What follows belongs to an exercise in optimizing a design on an open flow for small area, a short achievable clock period and few clock cycles; a production flow would make more cautious choices. The RTL was checked by simulation tests, not by an equivalence proof against the original design. Power figures rest on the tool's default switching activity, not on a simulated workload.

Setup of job 101:
Design pfpp_engine, start of the top module:
module pfpp_engine (
    input  wire         clk,
    input  wire         rst,
    input  wire         cmd_valid,
    input  wire [63:0]  cmd_word,
    output wire         busy,
    output reg  [3:0]   err,
    output wire [31:0]  result,
    output reg  [127:0] dirty,
    input  wire         cfg_coalesce,
    input  wire [31:0]  cfg_opc,        
    input  wire [15:0]  cfg_nopb,       
    input  wire [2:0]   cfg_rowlen,
    input  wire [2:0]   cfg_endlen,
    input  wire [12:0]  cfg_src_len,    
    input  wire [8:0]   cfg_pal_len,    
    output wire [6:0]   fb_addr,
    output wire         fb_we,
    output wire [127:0] fb_wdata,
    input  wire [127:0] fb_rdata,
    output wire [11:0]  src_addr,
    input  wire [7:0]   src_rdata,
    output wire [7:0]   pal_addr,
    input  wire [23:0]  pal_rdata,
    output reg          bus_req,
    output reg  [1:0]   bus_kind,
    output reg  [7:0]   bus_byte,
    input  wire         bus_done,
    input  wire         bus_err
);
clock: 10.0 ns
lec_check: 0
cap_margin: 20
core_margin: 2
core_utilization: 55
cts_buf_list: sky130_fd_sc_hd__clkbuf_8
setup_slack_margin: 5
slew_margin: 20
standard.sh (not shown) runs the stock make flow with config.mk's settings and CLKGATE_MAP_FILE= SYNTH_SCRIPT=/design/flow/synth_recipe.tcl, a recipe that flattens the netlist after the stock synthesis.
==> flow/flow/run.sh <==
#!/bin/bash
set -euo pipefail
MARGIN=$(cat flow/margin.txt)
PORTBUF=$(cat flow/portbuf.txt)
bash standard.sh SETUP_SLACK_MARGIN=$MARGIN "BUFFER_PORTS_ARGS=-buffer_cell $PORTBUF" finish > layout_make.log 2>&1
==> flow/flow/margin.txt <==
6.5
==> flow/flow/portbuf.txt <==
sky130_fd_sc_hd__buf_1
Testbench counts of job 101, summed over its fixed seeds: cycles 443,746.
Changes in job 102 relative to job 101:
==> flow/flow/margin.txt <==
6.6
[summary]
Job 102 vs job 101, part of the power in combinational logic went up by 0.6 points.
Compared with job 101, in job 102 cell area picked up an extra 1.1%; routed wire length -about 3%; total design power -about 0.7%; number of clock buffers in the layout lower; flip-flop and latch share of the layout cell area fell by 0.31 points.
The higher utilization after layout of job 101 and job 102 is in job 102.
--- input diff job 102..job 103 ---
# job 102
export LEC_CHECK = 0
export CAP_MARGIN = 20
export CORE_MARGIN = 2
export CORE_UTILIZATION = 55
export CTS_BUF_LIST = sky130_fd_sc_hd__clkbuf_8
export SETUP_SLACK_MARGIN = 5
export SLEW_MARGIN = 20
create_clock -name core_clock -period 10.0 [get_ports {clk}]
# job 103
export LEC_CHECK = 0
export CAP_MARGIN = 20
export CORE_MARGIN = 2
export CORE_UTILIZATION = 65
export CTS_BUF_LIST = sky130_fd_sc_hd__clkbuf_8
export SETUP_SLACK_MARGIN = 5
export SLEW_MARGIN = 20
create_clock -name core_clock -period 10.0 [get_ports {clk}]
==> flow/flow/margin.txt <==
6.5
Notes after the runs:
Max met2 layer usage reported by global route across job 102 and job 103: job 103
Compare job 102 and job 103 | minimum clock period higher: job 103
Job 103 against job 102: clock tree cell share of total cell area increased by 0.34 points relative to the old numbers; share of total power consumed by net switching increased by 0.25 points relative to the old numbers; met1 global-route usage increased by 6.6 points relative to the old numbers.
Delta (job 103 minus job 102): length of routed wiring on met1 down 3800 microns; final-stage net count down 48.

pfpp_engine, a different RTL version from the one above (not shown whole).
Size in the first run: ~3700 cells after synthesis, roughly 510 flip-flops, about 34000 µm² of cells after synthesis.
export LEC_CHECK = 0
export CAP_MARGIN = 20
export CORE_MARGIN = 2
export CORE_UTILIZATION = 40
export SETUP_SLACK_MARGIN = 5
export SLEW_MARGIN = 20
create_clock -name core_clock -period 10.0 [get_ports {clk}]
==> flow/flow/run.sh <==
#!/bin/bash
set -euo pipefail
MARGIN=$(cat flow/margin.txt)
bash standard.sh SETUP_SLACK_MARGIN=$MARGIN finish > layout_make.log 2>&1
==> flow/flow/margin.txt <==
6.5
The baseline finished with timing, DRC and antenna clean.
Testbench counts at the start, summed over its fixed seeds: cycles 443,746.
Next try:
==> flow/flow/run.sh (replaced) <==
#!/bin/bash
set -euo pipefail
MARGIN=$(cat flow/margin.txt)
PORTBUF=$(cat flow/portbuf.txt)
bash standard.sh SETUP_SLACK_MARGIN=$MARGIN "BUFFER_PORTS_ARGS=-buffer_cell $PORTBUF" finish > layout_make.log 2>&1
==> flow/flow/portbuf.txt (new file) <==
sky130_fd_sc_hd__buf_1
What happened: Total power drops by about 0.9%; clock power climbs by about 2%; routed wire length drops by about 3.2%; non-clock buffer count drops by 28; fmax drops by 0.75%; global-route usage drops by 1.1 points; final area drops by 9.3%; core utilization drops by 4.9 points; sequential power barely changes.
Next try:
==> flow/flow/margin.txt (replaced) <==
6.75
Settings changed: CTS_BUF_LIST set to sky130_fd_sc_hd__clkbuf_8.
Via count rises by about 4%.
Register-to-register slack gets better by 0.25 ns.
Fmax went up by about 4.6%.
Final area increases by about 8%.
Next try:
==> flow/flow/margin.txt (replaced) <==
6.5
=>
- count of clock-buffer cells in the layout went up by 6
- total power grows by 0.71%
- sequential share of layout area came out higher by 1.4 points
- global-route usage goes down by 1.2 points
- final area decreases by 7.6%
- wire length went down by 4.0%
- setup slack gets worse by 0.14 ns
- clock power goes up by about 3%

separate check: timing with driven ports:
The results above use ideal ports. As a check the final layouts listed here were re-extracted and re-timed, cells and wires unchanged.
Step 1 sets driving cells, clkbuf_16 on the clock port and buf_2 on the other inputs (assumed; they add their load-dependent delay and slew).
Step 2, shift: input delay + t, output delay - t, t = (earliest + latest rising clock arrival at the registers) / 2. This alone moves slack from input paths to output paths.
Three values: ideal ports, drivers, drivers and shift; two values: the first two.
run	t (ns)	setup slack, ns	worst hold slack (ns)	worst data-port slew with drivers (ns)	pins driven straight from the clock port
job 101	0.770	6.409 / 6.344 / 5.815	0.422 / 0.422 / 0.422	0.14	1
job 102	0.754	6.566 / 6.532 / 5.861	0.415 / 0.415 / 0.415	0.17	1
job 103	0.766	6.469 / 6.469 / 5.825	0.433 / 0.433 / 0.433	0.16	1
the first run of note 2	0.680	6.478 / 6.460 / 5.834	0.432 / 0.432 / 0.432	0.11	1
the second run of note 2	0.688	6.452 / 6.452 / 5.846	0.422 / 0.422 / 0.422	0.15	1
the third run of note 2	0.772	6.608 / 6.547 / 6.010	0.428 / 0.428 / 0.428	0.13	1
the fourth run of note 2	0.778	6.468 / 6.468 / 5.826	0.417 / 0.417 / 0.417	0.14	1
After both steps setup and hold are still met in every run listed. For job 102, which loses most, drivers alone change the setup slack by -0.034 ns; drivers and shift together by -0.705 ns.
